Background: an optimization exercise with open tools, aiming at small area, a short achievable clock period and few clock cycles per item. Do not read the settings as production practice. Where RTL was checked, it was by simulation tests only, not by an equivalence proof against the original.

==> run a <==
==> flow/design.v <==
module csa20_alu (
    input  wire        clk,
    input  wire        rst,           
    input  wire        in_valid,
    output wire        in_ready,
    input  wire [3:0]  in_ctl,
    input  wire [19:0] in_a,
    input  wire [19:0] in_b,
    output reg         out_valid,
    output reg  [39:0] out_result,
    output reg         cc_ov,
    output reg         cc_uf,
    output reg         cc_dz
);
    localparam [3:0] OP_ADD = 4'd0,  OP_SUB = 4'd1,  OP_MUL = 4'd2,  OP_DIV = 4'd3,
                     OP_AND = 4'd4,  OP_OR  = 4'd5,  OP_NOT = 4'd6,  OP_SLL = 4'd7,
                     OP_SRL = 4'd8,  OP_SRA = 4'd9,  OP_SLA = 4'd10, OP_ROL = 4'd11,
                     OP_ROR = 4'd12;
    reg        ready;        
    reg        pend;         
    reg        mrun;         
    reg        drun;         
    reg        dal;          
    reg        dfix;         
    reg        first;        
    reg [3:0]  cnt;          
    reg [3:0]  octl;         
    reg        f_sub;        
    reg        f_cin;        
    reg        f_as;         
    reg [19:0] oa;           
    reg [19:0] ob;           
    reg        z1_one, z1_two, z1_neg;      
    reg        z2_one, z2_two, z2_neg, z2_low, zc;
    reg        sa, sb;       
    reg        dzero;        
    reg        rred;         
    assign in_ready = ready;
    wire in_mul = (in_ctl == OP_MUL);
    wire in_div = (in_ctl == OP_DIV);
    wire in_sub = (in_ctl == OP_SUB);
    wire in_rot = (in_ctl == OP_ROL) | (in_ctl == OP_ROR);
    wire in_big = (|in_b[19:5]) | (in_b[4] & (in_b[3] | in_b[2]));
    wire [19:0] dx     = in_a ^ {20{in_a[19]}};                  
    wire [19:0] mm     = in_b ^ {20{in_b[19]}};
    wire        m_sml  = (mm[18:3] == 16'd0);                
    wire [2:0]  dskip  = (|mm[18:17]) ? 3'd7 : (|mm[18:15]) ? 3'd6 : (|mm[18:13]) ? 3'd5 :
                         (|mm[18:11]) ? 3'd4 : (|mm[18:9])  ? 3'd3 : (|mm[18:7])  ? 3'd2 :
                         (|mm[18:5])  ? 3'd1 : 3'd0;
    wire [19:0] oa_ld  = in_b ^ {20{in_div & ~in_b[19]}};
    wire [19:0] ob_ld  = in_div ? dx : in_a;
    wire [19:0] hi   = out_result[39:20];
    wire [21:0] oa22 = {{2{oa[19]}}, oa};
    wire        dcin = f_cin;                                    
    wire [18:0] rg = first ? 19'd0 : hi[18:0];
    wire [21:0] w  = {1'b0, rg, ob[19], ob[18]};
    wire [19:0] rx    = {1'b0, hi[18:0]};
    wire        rx0   = (hi[18:0] == 19'd0);
    wire        tm1   = ((rx ^ oa) == 20'hFFFFF);        
    wire        inv_q = sa ^ sb;
    wire        inc_q = sb & (sa ? tm1 : rx0);
    reg  [21:0] ax;
    reg         bx_en, bx_inv, cx;
    always @(*) begin
        if (drun) begin
            ax = w;                                  bx_en = 1'b1; bx_inv = 1'b0; cx = dcin;
        end else if (dfix) begin
            ax = {3'b000, hi[18:0]} ^ {22{sa}};
            bx_en  = sa ^ sb;
            bx_inv = sa & ~sb;
            cx     = 1'b0;
        end else begin
            ax = {{2{ob[19]}}, ob};                  bx_en = 1'b1; bx_inv = f_sub; cx = f_cin;
        end
    end
    wire [21:0] bx = (oa22 & {22{bx_en}}) ^ {22{bx_inv}};
    wire [21:0] sx = ax + bx + {21'd0, cx};
    wire [21:0] sy = w + {oa22[20:0], dcin} + {21'd0, dcin};
    function [2:0] booth(input [2:0] t);                     
        booth = {t[1] ^ t[0], (t[2] & ~t[1] & ~t[0]) | (~t[2] & t[1] & t[0]), t[2]};
    endfunction
    wire [2:0] bn0 = booth(ob[5:3]);
    wire [2:0] bn1 = booth(ob[7:5]);
    wire [2:0] bl0 = booth({in_a[1:0], 1'b0});
    wire [2:0] bl1 = booth(in_a[3:1]);
    wire [21:0] pp0 = (({22{z1_one}} & oa22) | ({22{z1_two}} & {oa22[20:0], 1'b0})) ^ {22{z1_neg}};
    wire [21:0] pp1 = (({22{z2_one}} & oa22) | ({22{z2_two}} & {oa22[20:0], 1'b0})) ^ {22{z2_neg}};
    wire [19:0] acc = first ? 20'd0 : hi;
    wire [23:0] z0 = mrun ? {{4{acc[19]}}, acc} : {2'b00, w};
    wire [23:0] z1 = {{2{pp0[21]}}, pp0};
    wire [23:0] z2 = {pp1, z2_low, z2_low};
    wire        zi = z1_neg;                                
    wire [23:0] zs = z0 ^ z1 ^ z2;
    wire [23:0] zk = {(z0[22:0] & z1[22:0]) | (z0[22:0] & z2[22:0]) | (z1[22:0] & z2[22:0]), zc};
    wire [23:0] sz = zs + zk + {23'd0, zi};
    wire        qh = ~sy[21];
    wire        ql = qh ? ~sz[21] : ~sx[21];
    reg  [18:0] rn;
    always @(*) begin
        case ({qh, ql})
            2'b00:   rn = w[18:0];
            2'b01:   rn = sx[18:0];
            2'b10:   rn = sy[18:0];
            default: rn = sz[18:0];
        endcase
    end
    wire [19:0] q_fix = (ob ^ {20{inv_q}}) + {19'd0, inc_q};
    wire c20    = sx[20] ^ ax[20] ^ bx[20];                
    wire b_nz   = |oa;
    wire add_ov = f_sub ? (c20 & b_nz) : c20;
    wire [18:0] ua   = ob[18:0];
    wire [18:0] ub   = oa[18:0] ^ {19{f_sub}};
    wire [18:0] up   = ua ^ ub;
    wire [18:0] ug   = ua | ub;
    wire        uz   = (up[0] == f_cin) & (up[18:1] == ug[17:0]);
    wire add_uf = sx[21] & (~sx[19] | uz);
    wire [5:0]  nsum  = oa[5:2] + oa[9:6] + oa[13:10] + oa[17:14] + {4'd0, oa[19:18]};
    wire [4:0]  nsum2 = nsum[3:0] + {3'd0, nsum[5:4]};
    reg  [2:0]  bj;
    always @(*) begin
        case (nsum2)
            5'd0, 5'd5, 5'd10, 5'd15: bj = 3'd0;
            5'd1, 5'd6, 5'd11, 5'd16: bj = 3'd1;
            5'd2, 5'd7, 5'd12, 5'd17: bj = 3'd2;
            5'd3, 5'd8, 5'd13, 5'd18: bj = 3'd3;
            default:                  bj = 3'd4;
        endcase
    end
    wire [19:0] oa_red = {15'd0, bj, oa[1:0]};             
    wire        sh_left = (octl == OP_SLL) | (octl == OP_SLA) | (octl == OP_ROL);
    wire        sh_big  = (|oa[19:5]) | (oa[4] & (oa[3] | oa[2]));    
    wire [1:0]  sc      = oa[1:0];
    wire [2:0]  sj      = oa[4:2];                           
    wire [1:0]  rc = dal ? {cnt[0], 1'b0} : sh_left ? sc : (2'd0 - sc);
    reg  [2:0]  rj;
    always @(*) begin
        if (dal)
            rj = {1'b0, cnt[2:1]} + 3'd1;                    
        else if (sh_left)
            rj = sj;
        else if (sc != 2'd0)
            rj = 3'd4 - sj;
        else
            rj = (sj == 3'd0) ? 3'd0 : (3'd5 - sj);
    end
    reg  [19:0] rot1, rot2;
    always @(*) begin
        case (rc)
            2'd0: rot1 = ob;
            2'd1: rot1 = {ob[18:0], ob[19]};
            2'd2: rot1 = {ob[17:0], ob[19:18]};
            default: rot1 = {ob[16:0], ob[19:17]};
        endcase
        case (rj)
            3'd0: rot2 = rot1;
            3'd1: rot2 = {rot1[15:0], rot1[19:16]};
            3'd2: rot2 = {rot1[11:0], rot1[19:12]};
            3'd3: rot2 = {rot1[7:0],  rot1[19:8]};
            default: rot2 = {rot1[3:0], rot1[19:4]};
        endcase
    end
    reg [19:0] mask_l, mask_r;
    reg [19:0] amask;                                         
    integer i;
    always @(*) begin
        for (i = 0; i < 20; i = i + 1) begin
            mask_l[i] = (i[4:0] >= oa[4:0]);
            amask[i]  = ({1'b0, i[4:0]} >= {2'b00, cnt[2:0], 1'b0} + 6'd4);
            mask_r[i] = ({1'b0, i[4:0]} + {1'b0, oa[4:0]} <= 6'd19);
        end
    end
    wire        sh_rot  = (octl == OP_ROL) | (octl == OP_ROR);
    wire        sh_fill = (octl == OP_SRA) & ob[19];
    wire [19:0] mask    = sh_rot ? 20'hFFFFF : (sh_big ? 20'd0 : (sh_left ? mask_l : mask_r));
    wire [19:0] sh_r    = (rot2 & mask) | ({20{sh_fill}} & ~mask);
    reg [19:0] sres;
    always @(*) begin
        case (octl)
            OP_ADD, OP_SUB: sres = sx[19:0];
            OP_DIV:         sres = (dzero | inc_q) ? 20'd0 : sx[19:0];    
            OP_AND:         sres = ob & oa;
            OP_OR:          sres = ob | oa;
            OP_NOT:         sres = ~ob;
            OP_SLL, OP_SLA,
            OP_SRL, OP_SRA,
            OP_ROL, OP_ROR: sres = sh_r;
            default:        sres = 20'd0;
        endcase
    end
    always @(posedge clk) begin
        if (mrun)
            out_result <= {sz[23:4], sz[3:0], ob[19:4]};
        else if (drun)
            out_result <= {1'b0, rn, sz[3:0], ob[19:4]};
        else if (dfix)
            out_result <= {dzero ? 20'd0 : q_fix, sres};
        else if (dal)
            out_result <= {1'b0, rot2[18:0] & ~amask[18:0], sres};
        else
            out_result <= {20'd0, sres};
        if (ready)
            ob <= ob_ld;
        else if (mrun)
            ob <= {sz[3:0], ob[19:4]};
        else if (drun)
            ob <= {ob[17:0], qh, ql};
        else if (dal)
            ob <= rot2 & amask;
    end
    always @(posedge clk) begin
        if (rst) begin
            ready     <= 1'b1;
            pend      <= 1'b0;
            mrun      <= 1'b0;
            drun      <= 1'b0;
            dal       <= 1'b0;
            dfix      <= 1'b0;
            out_valid <= 1'b0;
            cc_ov     <= 1'b0;
            cc_uf     <= 1'b0;
            cc_dz     <= 1'b0;
        end else begin
            out_valid <= 1'b0;
            pend      <= 1'b0;
            dfix      <= 1'b0;
            if (pend & rred) begin
                rred  <= 1'b0;
                pend  <= 1'b1;
                ready <= 1'b1;
                oa    <= oa_red;
            end else if (pend) begin
                out_valid <= 1'b1;
                if (f_as) begin
                    cc_ov <= add_ov;
                    cc_uf <= add_uf;
                end
            end
            if (mrun) begin
                first <= 1'b0;
                cnt   <= cnt + 4'd1;
                {z1_one, z1_two, z1_neg} <= bn0;
                {z2_one, z2_two, z2_neg} <= bn1;
                z2_low <= bn1[0];
                zc     <= bn1[0];
                if (cnt == 4'd3) ready <= 1'b1;
                if (cnt == 4'd4) begin
                    mrun      <= 1'b0;
                    out_valid <= 1'b1;
                    cc_ov     <= 1'b0;
                end
            end
            if (drun) begin
                first <= 1'b0;
                cnt   <= cnt + 4'd1;
                if (cnt == 4'd7) begin
                    ready <= 1'b1;
                    drun  <= 1'b0;
                    dfix  <= 1'b1;
                end
            end
            if (dal) begin
                dal   <= 1'b0;
                drun  <= 1'b1;
                first <= 1'b0;
            end
            if (dfix) begin
                out_valid <= 1'b1;
                cc_dz     <= dzero;
            end
            if (ready) begin
                oa    <= oa_ld;
                octl  <= in_ctl;
                f_sub <= in_sub;
                f_cin <= in_sub | (in_div & ~in_b[19]);
                f_as  <= (in_ctl == OP_ADD) | in_sub;
                sa    <= in_a[19];
                sb    <= in_b[19];
                dzero <= (in_b == 20'd0);
                if (in_mul) begin
                    {z1_one, z1_two, z1_neg} <= bl0;
                    {z2_one, z2_two, z2_neg} <= bl1;
                    z2_low <= bl1[0];
                    zc     <= bl1[0];
                end else begin
                    {z1_one, z1_two, z1_neg} <= 3'b101;
                    {z2_one, z2_two, z2_neg} <= 3'b100;
                    z2_low <= in_div & ~in_b[19];
                    zc     <= 1'b0;
                end
                first <= 1'b1;
                cnt   <= ~in_div ? 4'd0 : m_sml ? 4'd14 : {1'b0, dskip};
                rred  <= in_rot & in_big;
                if (in_valid) begin
                    pend  <= ~in_mul & ~in_div;
                    mrun  <= in_mul;
                    drun  <= in_div & m_sml;
                    dal   <= in_div & ~m_sml;
                    ready <= ~in_mul & ~in_div & ~(in_rot & in_big);
                end
            end
        end
    end
endmodule
==> flow/flow/run.sh <==
#!/bin/bash
set -euo pipefail
export SETUP_SLACK_MARGIN=7.5
export BUFFER_PORTS_ARGS="-buffer_cell sky130_fd_sc_hd__buf_1"
bash standard.sh > standard.log 2>&1
==> flow/standard.sh <==
#!/bin/bash
# synth_recipe.tcl (not shown) runs the flow's synth.tcl, then flattens the netlist and writes it again
# the make line also repeats each setting of config.mk as NAME=value (left out here)
make -C /OpenROAD-flow-scripts/flow DESIGN_CONFIG=/design/flow/config.mk WORK_HOME=/design/flow/orfs CLKGATE_MAP_FILE= SYNTH_SCRIPT=/design/flow/synth_recipe.tcl "${@:-finish}"
==> flow/config.mk <==
export PLATFORM = sky130hd
export DESIGN_NAME = csa20_alu
export DESIGN_NICKNAME = csa20_alu
export VERILOG_FILES = /design/flow/design.v
export SDC_FILE = /design/flow/constraint.sdc
export NUM_CORES = 4
export LEC_CHECK = 0
export CAP_MARGIN = 20
export CELL_PAD_IN_SITES_DETAIL_PLACEMENT = 1
export CELL_PAD_IN_SITES_GLOBAL_PLACEMENT = 2
export CORE_MARGIN = 2
export CORE_UTILIZATION = 40
export PLACE_DENSITY = 0.5
export SLEW_MARGIN = 20
export TNS_END_PERCENT = 100
==> flow/constraint.sdc <==
create_clock -name core_clock -period 12.0 [get_ports {clk}]
set_input_delay 2.4000 -clock core_clock [delete_from_list [all_inputs] [get_ports {clk}]]
set_output_delay 2.4000 -clock core_clock [all_outputs]
set_load 0.01 [all_outputs]
==> run b: changes against run a <==
--- a/flow/design.v
+++ b/flow/design.v
@@ -34,7 +34,7 @@
     reg        z2_one, z2_two, z2_neg, z2_low, zc;
     reg        sa, sb;       
     reg        dzero;        
-    reg        rred;         
+    reg        rred, rred2;  
     assign in_ready = ready;
     wire in_mul = (in_ctl == OP_MUL);
     wire in_div = (in_ctl == OP_DIV);
@@ -115,18 +115,15 @@
     wire        uz   = (up[0] == f_cin) & (up[18:1] == ug[17:0]);
     wire add_uf = sx[21] & (~sx[19] | uz);
     wire [5:0]  nsum  = oa[5:2] + oa[9:6] + oa[13:10] + oa[17:14] + {4'd0, oa[19:18]};
-    wire [4:0]  nsum2 = nsum[3:0] + {3'd0, nsum[5:4]};
     reg  [2:0]  bj;
+    integer k;
     always @(*) begin
-        case (nsum2)
-            5'd0, 5'd5, 5'd10, 5'd15: bj = 3'd0;
-            5'd1, 5'd6, 5'd11, 5'd16: bj = 3'd1;
-            5'd2, 5'd7, 5'd12, 5'd17: bj = 3'd2;
-            5'd3, 5'd8, 5'd13, 5'd18: bj = 3'd3;
-            default:                  bj = 3'd4;
-        endcase
+        bj = 3'd0;
+        for (k = 0; k < 64; k = k + 1)
+            if (oa[7:2] == k[5:0]) bj = k % 5;
     end
-    wire [19:0] oa_red = {15'd0, bj, oa[1:0]};             
+    wire [19:0] oa_red1 = {12'd0, nsum, oa[1:0]};
+    wire [19:0] oa_red2 = {15'd0, bj, oa[1:0]};            
     wire        sh_left = (octl == OP_SLL) | (octl == OP_SLA) | (octl == OP_ROL);
     wire        sh_big  = (|oa[19:5]) | (oa[4] & (oa[3] | oa[2]));    
     wire [1:0]  sc      = oa[1:0];
@@ -225,9 +222,14 @@
             dfix      <= 1'b0;
             if (pend & rred) begin
                 rred  <= 1'b0;
+                rred2 <= 1'b1;
+                pend  <= 1'b1;
+                oa    <= oa_red1;
+            end else if (pend & rred2) begin
+                rred2 <= 1'b0;
                 pend  <= 1'b1;
                 ready <= 1'b1;
-                oa    <= oa_red;
+                oa    <= oa_red2;
             end else if (pend) begin
                 out_valid <= 1'b1;
                 if (f_as) begin
@@ -290,6 +292,7 @@
                 first <= 1'b1;
                 cnt   <= ~in_div ? 4'd0 : m_sml ? 4'd14 : {1'b0, dskip};
                 rred  <= in_rot & in_big;
+                rred2 <= 1'b0;
                 if (in_valid) begin
                     pend  <= ~in_mul & ~in_div;
                     mrun  <= in_mul;
==> flow_summary.json <==
{
  "outcome": "no timing/DRC/antenna violations",
  "clock_latency_ps": 490,
  "routed-wl-met2_um": 41100,
  "synthXorXnorAreaFrac_pct": 13.5,
  "cp.buffers_inverters": 4,
  "swShare_pct": 53.8,
  "synth_cell_type_count": 97
}
the above is filed under run a

==> flow_summary.json <==
{
  "synth_cell_type_count": 94,
  "outcome": "no timing/DRC/antenna violations",
  "clock_latency_ps": 450,
  "swShare_pct": 53.3,
  "cp.buffers_inverters": 2,
  "routed-wl-met2_um": 43400,
  "synthXorXnorAreaFrac_pct": 12.5
}
the above is filed under run b

Testbench counts of run b, summed over its fixed seeds: cycles 16,474, ops 8,000.
No functional check of the RTL was part of run a.

static timing again, ports no longer ideal:
How much do the figures lean on ideal ports? The routed layouts below were timed once more, with nothing changed but the port constraints.
Step 1, drivers: a clkbuf_16 drives clk and a buf_2 each remaining input, both assumed.
Step 2 adds t to the input delays and takes it off the output delays; t is the mean of the earliest and latest rising clock arrival at the registers after step 1. Input paths then give back, and output paths get back, about the clock's delay inside the block.
Three values: ideal, step 1, step 2; two values: the first two.
run	t (ns)	setup slack, ns	worst setup path after step 2	worst register clock-pin slew, ns	worst data-port slew with drivers (ns)
run a	0.532	7.172 / 7.172 / 7.172	register to register	0.08 / 0.08	0.03
run b	0.498	7.526 / 7.526 / 7.406	input to register	0.07 / 0.07	0.08
After both steps setup and hold are still met in every run listed. For run b, which loses most, drivers alone change the setup slack by 0.000 ns; drivers and shift together by -0.120 ns.
